From an optimization exercise on the open Yosys and OpenROAD flow, aimed at small area, a short achievable clock period and few clock cycles per item; shortcuts taken in it are not production practice.
No activity file was given, so power comes from the tool's default toggle rates.

== rev 12 ==
==> flow/design.v <==
module csum_unit #(
    parameter [15:0] RXB         = 16'h4000,
    parameter [15:0] TXB         = 16'h8000,
    parameter [15:0] RXBUF_SIZE  = 16'd1536,
    parameter [15:0] TXBUF_SIZE  = 16'd1536
) (
    input  wire        clk,
    input  wire        rst,           
    input  wire        cmd_valid,
    output wire        cmd_ready,
    input  wire [31:0] cmd_seed,
    input  wire [15:0] cmd_addr,
    input  wire [15:0] cmd_len,
    output wire        mem_req,
    input  wire        mem_gnt,
    output wire [13:0] mem_waddr,
    input  wire [31:0] mem_rdata,
    output wire        rsp_valid,
    output wire        rsp_err,
    output wire [15:0] rsp_sum
);
    reg        idle;       
    reg        busy;       
    reg        chk;        
    reg        zero;       
    reg        reqv;       
    reg        first;      
    reg        single;     
    reg        dvalid;     
    reg        dfirst;     
    reg        dlast;      
    reg        rlast;      
    reg        g;          
    reg        f1;         
    reg        f2;         
    reg        rspv;
    reg        err;
    reg        pre_ok;     
    reg        sel;        
    reg [1:0]  a_lo;       
    reg [10:0] l;          
    reg [8:0]  w;          
    reg [31:0] r;          
    reg [15:0] acc_lo;
    reg [15:0] acc_hi;
    reg [1:0]  cy;         
    wire [11:0] ta = {1'b0, w, a_lo};
    wire [11:0] tb = {1'b0, l};
    wire [12:0] t  = {1'b0, ~(ta ^ tb)} + {(ta | tb), 1'b0};
    wire        ok = pre_ok && (!t[12] || (!t[11] && !(t[10] && t[9])));
    wire gnt      = reqv && mem_gnt;
    wire last_now = first ? single : (w == l[10:2]);
    wire accept   = !busy && cmd_valid;
    wire [3:0] m_lo = dfirst ? (4'b1111 << a_lo) : 4'b1111;
    wire [3:0] m_hi = dlast  ? (4'b1111 >> (2'd3 - l[1:0])) : 4'b1111;
    wire [3:0] m    = {4{dvalid}} & m_lo & m_hi;
    wire [3:0] ms   = m & {4{!a_lo[0]}};                      
    wire [3:0] mx   = {m[2], m[3], m[0], m[1]} & {4{a_lo[0]}};  
    wire [31:0] rd  = mem_rdata;
    wire [31:0] rdx = {rd[23:16], rd[31:24], rd[7:0], rd[15:8]};
    wire [15:0] hi_n = acc_hi + {14'd0, cy};
    wire        inj  = g || (chk && zero);
    wire [31:0] r_n  = (rd  & {{8{ms[3]}}, {8{ms[2]}}, {8{ms[1]}}, {8{ms[0]}}}) |
                       (rdx & {{8{mx[3]}}, {8{mx[2]}}, {8{mx[1]}}, {8{mx[0]}}}) |
                       {16'd0, hi_n[7:0], hi_n[15:8]} & {32{inj}};
    wire [15:0] w0   = {r[7:0], r[15:8]};
    wire [15:0] w1   = {r[23:16], r[31:24]};
    wire [17:0] lo_n = {2'd0, acc_lo} + {2'd0, w0} + {2'd0, w1} + {17'd0, f2 & cy[0]};
    always @(posedge clk) begin
        r      <= r_n;
        dfirst <= first;
        dlast  <= last_now;
        acc_hi <= !busy ? cmd_seed[31:16] : hi_n;
        cy     <= !busy ? 2'd0 : lo_n[17:16];
        if (!busy)
            acc_lo <= cmd_seed[15:0];
        else if (chk && !ok)
            acc_lo <= 16'd0;
        else
            acc_lo <= lo_n[15:0];
        if (!busy) begin
            single <= (cmd_len[15:3] == 13'd0) &&
                      ({1'b0, cmd_len[2:0]} + {2'b00, cmd_addr[1:0]} <= 4'd4);
            pre_ok <= ((cmd_addr[15:11] == 5'b01000) || (cmd_addr[15:11] == 5'b10000)) &&
                      (cmd_len[15:11] == 5'd0);
            zero   <= (cmd_len == 16'd0);
            sel    <= cmd_addr[15];
            a_lo   <= cmd_addr[1:0];
        end
        if (!busy)
            l <= cmd_len[10:0];
        else if (chk)
            l <= t[10:0];
        if (!busy)
            w <= cmd_addr[10:2];
        else if (gnt)
            w <= w + 9'd1;
        if (chk)
            err <= !ok;
    end
    always @(posedge clk) begin
        if (rst) begin
            idle   <= 1'b1;
            busy   <= 1'b0;
            chk    <= 1'b0;
            reqv   <= 1'b0;
            dvalid <= 1'b0;
            rlast  <= 1'b0;
            g      <= 1'b0;
            f1     <= 1'b0;
            f2     <= 1'b0;
            rspv   <= 1'b0;
        end else begin
            chk    <= accept;
            dvalid <= gnt && !(chk && !ok);
            rlast  <= dvalid && dlast;
            g      <= rlast;
            f1     <= g || (chk && zero && ok);
            f2     <= f1 && lo_n[16];
            rspv   <= (f1 && !lo_n[16]) || f2 || (chk && !ok);
            if (accept) begin
                idle  <= 1'b0;
                busy  <= 1'b1;
                reqv  <= (cmd_len != 16'd0);
                first <= 1'b1;
            end
            if (rspv) begin
                idle <= 1'b1;
                busy <= 1'b0;
            end
            if (gnt) begin
                first <= 1'b0;
                if (last_now)
                    reqv <= 1'b0;
            end
            if (chk && !ok)
                reqv <= 1'b0;
        end
    end
    assign cmd_ready = idle;
    assign mem_req   = reqv;
    assign mem_waddr = {sel, ~sel, 3'b000, w};
    assign rsp_valid = rspv;
    assign rsp_err   = err;
    assign rsp_sum   = acc_lo;
endmodule
clock: 10.0 ns
lec_check: 0
cap_margin: 20
core_margin: 2
core_utilization: 40
slew_margin: 20
standard.sh (not shown) runs the stock make flow with config.mk's settings and CLKGATE_MAP_FILE= SYNTH_SCRIPT=/design/flow/synth_recipe.tcl, a recipe that flattens the netlist after the stock synthesis.
==> flow/flow/run.sh <==
#!/bin/bash
export BUFFER_PORTS_ARGS="-buffer_cell sky130_fd_sc_hd__buf_1"
export SETUP_SLACK_MARGIN=6.8
bash standard.sh > standard.log 2>&1
### rev 12 -> rev 13
diff --git a/flow/design.v b/flow/design.v
--- a/flow/design.v
+++ b/flow/design.v
@@ -116,15 +116,15 @@
             rlast  <= dvalid && dlast;
             g      <= rlast;
             f1     <= g || (chk && zero && ok);
-            f2     <= f1 && lo_n[16];
-            rspv   <= (f1 && !lo_n[16]) || f2 || (chk && !ok);
+            f2     <= f1;
+            rspv   <= f2 || (chk && !ok);
             if (accept) begin
                 idle  <= 1'b0;
                 busy  <= 1'b1;
                 reqv  <= (cmd_len != 16'd0);
                 first <= 1'b1;
             end
-            if (rspv) begin
+            if (f2 || (chk && !ok)) begin
                 idle <= 1'b1;
                 busy <= 1'b0;
             end
--- outcome ---
Compared with rev 12, rev 13 shows final area lower by 110 um2. Looking at layout cell share with drive strength beyond 1, rev 13 sits below rev 12. For rev 13, the worst-path cell with the longest stage delay was edfxtp_1, unlike rev 12, where it was or3_1. Taking rev 12 over rev 13, the first-iteration DRC count ratio works out to 1.5. Comparing rev 12 and rev 13, the higher post-layout total power is on rev 13. Rev 13 vs rev 12, post-cts gate resize count went down by 2. Compared with rev 12, in rev 13 area growth from synthesis to layout picked up an extra 0.52 points; share of the synthesized area in compound gates (AO/OA/AOI/OAI) now sits at about the same level; non-clock buffer count higher; die area fell by 310 um2.
Function was not checked in any run of this note: the RTL went through the layout flow alone.

-- port drivers added, routing unchanged --
No port has a modelled driver above. Below, the same layouts with a new extraction and two added sets of constraints.
Step 1 (the two cells are an assumption about what drives the block):
set clk [get_ports {clk}]
set_driving_cell -lib_cell sky130_fd_sc_hd__clkbuf_16 $clk
set_driving_cell -lib_cell sky130_fd_sc_hd__buf_2 [delete_from_list [all_inputs] $clk]
Step 2, shift: input delay + t, output delay - t, t = (earliest + latest rising clock arrival at the registers) / 2. This alone moves slack from input paths to output paths.
Slacks: ideal / step 1 / step 2; pairs: ideal / step 1.
run | t, ns | slack for setup (ns) | worst data-port slew with drivers (ns)
rev 12 | 0.388 | 6.875 / 6.875 / 6.512 | 0.05
rev 13 | 0.386 | 6.923 / 6.881 / 6.564 | 0.05
After both steps setup and hold are still met in every run listed. The setup slack of rev 12, which loses most, moves by 0.000 ns with the drivers and by -0.363 ns with both steps.
